Context: an optimization exercise on an open-source flow, tuned for small area, a short achievable clock period and few clock cycles. The choices shown serve that exercise and are no tape-out recipe. The RTL was checked by simulation tests, not by an equivalence proof against the original design.

==> flow/design.v (excerpt) <==
module qr_rs_encoder (
    input  wire       clk,
    input  wire       rst,           
    input  wire       start,
    input  wire [5:0] cfg_version,
    input  wire [1:0] cfg_ecl,
    output wire       idle,
    output reg        cfg_err,
    input  wire       in_valid,
    input  wire [7:0] in_data,
    output wire       in_ready,
    output reg        out_valid,
    output reg  [7:0] out_data,
    output reg        out_last_blk,
    output reg        out_last,
    input  wire       out_ready
);
  localparam S_IDLE  = 2'd0;
  localparam S_SETUP = 2'd1;
  localparam S_RUN   = 2'd2;
  reg [1:0] state;
  reg [5:0] ver_q;
  reg [1:0] ecl_q;
  reg [12:0] esel_q;      
  reg [4:0]  em1_q;       
  reg [6:0]  k1m1_q;      
  reg [6:0] in_cnt;       
  reg [6:0] klim;         
  reg [6:0] sh_left;      
  reg [6:0] blk_left;     
  reg       blk_end_f;    
  reg       last_blk_f;   
  reg       in_done;      
  reg        ib_valid;
  reg [26:0] ib_dyn;      
  reg       ib_last;      
  reg       ib_lastcmd;   
  reg [7:0]  rem [1:29];  
  reg [26:0] r0d;         
  reg [7:0] ob  [0:29];
  reg [4:0] ob_n;         
  reg       ob_has;       
  reg       ob_one;       
  reg       ob_lastcmd;   
  reg       sk_valid;
  reg [7:0] sk_data;
  reg       sk_last_blk;
  reg       sk_last;
  wire [12:0]  t_esel;
  wire [4:0]   t_em1;
  wire [6:0]   t_k1m1, t_n1m1, t_nbm1;
  wire         t_nb1;
  wire [809:0] gcoef;
  qr_rs_blocktable u_table (
      .version(ver_q), .ecl(ecl_q),
      .esel(t_esel), .em1(t_em1), .k1m1(t_k1m1), .n1m1(t_n1m1), .nbm1(t_nbm1), .nb1(t_nb1)
  );
  qr_rs_genpoly u_genpoly (.esel(esel_q), .coef(gcoef));
  wire cfg_ok = (cfg_version >= 6'd1) && (cfg_version <= 6'd40);
  wire pop     = ob_has && !sk_valid;
  wire ob_free = !ob_has || (pop && ob_one);
  wire consume = ib_valid && (!ib_last || ob_free);
  wire load    = consume && ib_last;
  assign in_ready = (state == S_RUN || state == S_SETUP) && !in_done && (!ib_valid || consume);
  wire   take     = in_valid && in_ready;
  assign idle = (state == S_IDLE);
  wire [26:0] in_dyn;
  ...
Size: ~35 I/O pins, ~48000 sq um of cells after synthesis.
make LEC_CHECK=0 CAP_MARGIN=20 CORE_MARGIN=2 CORE_UTILIZATION=45 PLACE_DENSITY=0.65 SETUP_SLACK_MARGIN=3.5 SLEW_MARGIN=20 SYNTH_MEMORY_MAX_BITS=16384 finish   # period 6.5 ns
run.sh (not shown) runs the stock make flow with config.mk's settings and CLKGATE_MAP_FILE= SYNTH_SCRIPT=/design/flow/synth_recipe.tcl, a recipe that flattens the netlist after the stock synthesis.
Testbench counts at the start, summed over its fixed seeds: cycles 65,338.
Change:
- CORE_UTILIZATION: 45 -> 40
- PLACE_DENSITY: 0.65 -> 0.6
- TNS_END_PERCENT: default -> 10
What happened: The new run passed the timing, DRC and antenna checks. Via count decreases by 4.0%. Non-clock buffer count goes down by 96. Fmax shrinks by 5.0%. First-iteration DRC count decreases by 2.7%. Count of clock-buffer cells in the layout goes up by 8. Critical path depth shrinks by 1. Final area is lower by 3.0%. Routed wire length shrinks by 1.6%. Final cell count came out higher by 0.73%. Worst setup slack degrades by 0.17 ns.
Change:
- TNS_END_PERCENT: 10 -> default
Synthesized area is unchanged.
Setup slack improves by 0.21 ns.
Core utilization goes up by 1.4 points.

* * *

Setup of v53:
qr_rs_encoder, a different RTL version from the one above (not shown whole).
Size: roughly 5,200 cells after synthesis, about 47,000 µm² of cells after synthesis.
Settings: LEC_CHECK=0, CAP_MARGIN=20, CORE_MARGIN=2, CORE_UTILIZATION=45, PLACE_DENSITY=0.65, SETUP_SLACK_MARGIN=3.5, SLEW_MARGIN=20, SYNTH_MEMORY_MAX_BITS=16384; clock period 6.5 ns.
v53 reached the end of the flow, and the finished layout is clean on the timing, DRC and antenna checks.
Testbench counts of v53, summed over its fixed seeds: cycles 65,338.
### v53 -> v52
# v53
export LEC_CHECK = 0
export CAP_MARGIN = 20
export CORE_MARGIN = 2
export CORE_UTILIZATION = 45
export PLACE_DENSITY = 0.65
export SETUP_SLACK_MARGIN = 3.5
export SLEW_MARGIN = 20
export SYNTH_MEMORY_MAX_BITS = 16384
create_clock -name core_clock -period 6.5 [get_ports {clk}]
# v52
export LEC_CHECK = 0
export CAP_MARGIN = 20
export CORE_MARGIN = 2
export CORE_UTILIZATION = 40
export PLACE_DENSITY = 0.6
export SETUP_SLACK_MARGIN = 3.5
export SLEW_MARGIN = 20
export SYNTH_MEMORY_MAX_BITS = 16384
create_clock -name core_clock -period 6.5 [get_ports {clk}]
==> comparison <==
Compared with v53, v52 instantiates a larger number of standard cells.
Looking at post-placement worst setup slack, v52 sits 0.30 ns below v53.
Looking at critical path endpoint, the ob[4][7]$_DFFE_PN_ result is from v53; the ob[6][6]$_DFFE_PN_ one comes from v52.
The inputs of v10 differ from those of v52 as listed below.
# v52
export LEC_CHECK = 0
export CAP_MARGIN = 20
export CORE_MARGIN = 2
export CORE_UTILIZATION = 40
export PLACE_DENSITY = 0.6
export SETUP_SLACK_MARGIN = 3.5
export SLEW_MARGIN = 20
export SYNTH_MEMORY_MAX_BITS = 16384
create_clock -name core_clock -period 6.5 [get_ports {clk}]
# v10
export LEC_CHECK = 0
export CAP_MARGIN = 20
export CORE_MARGIN = 2
export CORE_UTILIZATION = 50
export PLACE_DENSITY = 0.7
export SETUP_SLACK_MARGIN = 3.5
export SLEW_MARGIN = 20
export SYNTH_MEMORY_MAX_BITS = 16384
create_clock -name core_clock -period 6.5 [get_ports {clk}]
## What came out
Of the two values seen for capturing instance or port of the critical path, ob[1][2]$_DFFE_PN_ was produced by v10 and ob[6][6]$_DFFE_PN_ by v52.
Compared v10 vs v52, and global-route met1 utilization is up in v10.
Going from v52 to v10, largest net degree at the start of global routing went up 82; largest fanout on the critical path rose 15.

* * *

Setup of the baseline:
Another version of the RTL of qr_rs_encoder (not shown whole).
For scale: ~5300 cells after synthesis, about 35 I/O pins, roughly 47000 sq um of cells after synthesis.
==> flow/design.v (excerpt) <==
module qr_rs_encoder (
    input  wire       clk,
    input  wire       rst,           
    input  wire       start,
    input  wire [5:0] cfg_version,
    input  wire [1:0] cfg_ecl,
    output wire       idle,
    output reg        cfg_err,
    input  wire       in_valid,
    input  wire [7:0] in_data,
    output wire       in_ready,
    output reg        out_valid,
    output reg  [7:0] out_data,
    output reg        out_last_blk,
    output reg        out_last,
    input  wire       out_ready
);
Settings: LEC_CHECK=0, CAP_MARGIN=20, CORE_MARGIN=2, CORE_UTILIZATION=45, PLACE_DENSITY=0.65, SETUP_SLACK_MARGIN=3.5, SLEW_MARGIN=20, SYNTH_MEMORY_MAX_BITS=16384; clock period 6.5 ns.
Both conditions hold for the baseline: the flow ran to the end and the final layout passed the timing, DRC and antenna checks.
Testbench counts of the baseline, summed over its fixed seeds: cycles 65,338.
#### Input delta (the candidate over the baseline)
# the baseline
export LEC_CHECK = 0
export CAP_MARGIN = 20
export CORE_MARGIN = 2
export CORE_UTILIZATION = 45
export PLACE_DENSITY = 0.65
export SETUP_SLACK_MARGIN = 3.5
export SLEW_MARGIN = 20
export SYNTH_MEMORY_MAX_BITS = 16384
create_clock -name core_clock -period 6.5 [get_ports {clk}]
# the candidate
export LEC_CHECK = 0
export CAP_MARGIN = 20
export CORE_MARGIN = 2
export CORE_UTILIZATION = 40
export PLACE_DENSITY = 0.6
export SETUP_SLACK_MARGIN = 3.5
export SLEW_MARGIN = 20
export SYNTH_MEMORY_MAX_BITS = 16384
create_clock -name core_clock -period 6.5 [get_ports {clk}]
- In the metrics for the candidate and the baseline, the one carrying the lower ratio of cells with drive above 1 in the final layout is the baseline.
- Per the comparison of the candidate with the baseline, critical path's largest stage delay shows a reduction of 0.28 ns, register-to-register slack was more or less identical, number of non-clock buffers saw a decrease.
- The candidate against the baseline: die area grew by 12%.

afterwards: timing with drivers on the ports:
In the flow no input, the clock included, has a driving cell. The finished layouts below were timed again as built, in two steps.
Step 1, drivers: a clkbuf_16 drives clk and a buf_2 each remaining input, both assumed.
Step 2 also shifts input and output timing later by t, the mid clock arrival at the registers, as if the neighbouring blocks saw the same clock.
Slacks: ideal / step 1 / step 2; pairs: ideal / step 1.
| run | t (ns) | slack for setup (ns) | worst register clock-pin slew, ns |
|---|---|---|---|
| the first run of note 1 | 0.746 | 3.330 / 3.298 / 2.892 | 0.08 / 0.08 |
| the second run of note 1 | 0.747 | 3.162 / 3.162 / 2.829 | 0.07 / 0.07 |
| the third run of note 1 | 0.751 | 3.370 / 3.327 / 2.898 | 0.07 / 0.07 |
| v53 | 0.736 | 3.319 / 3.319 / 2.811 | 0.08 / 0.08 |
| v52 | 0.772 | 3.335 / 3.335 / 2.815 | 0.07 / 0.07 |
| v10 | 0.762 | 3.221 / 3.221 / 2.643 | 0.07 / 0.07 |
| the baseline | 0.779 | 3.329 / 3.293 / 2.838 | 0.08 / 0.08 |
| the candidate | 0.787 | 3.315 / 3.249 / 2.795 | 0.07 / 0.07 |
After both steps setup and hold are still met in every run listed. For v10, which loses most, drivers alone change the setup slack by 0.000 ns; drivers and shift together by -0.578 ns.
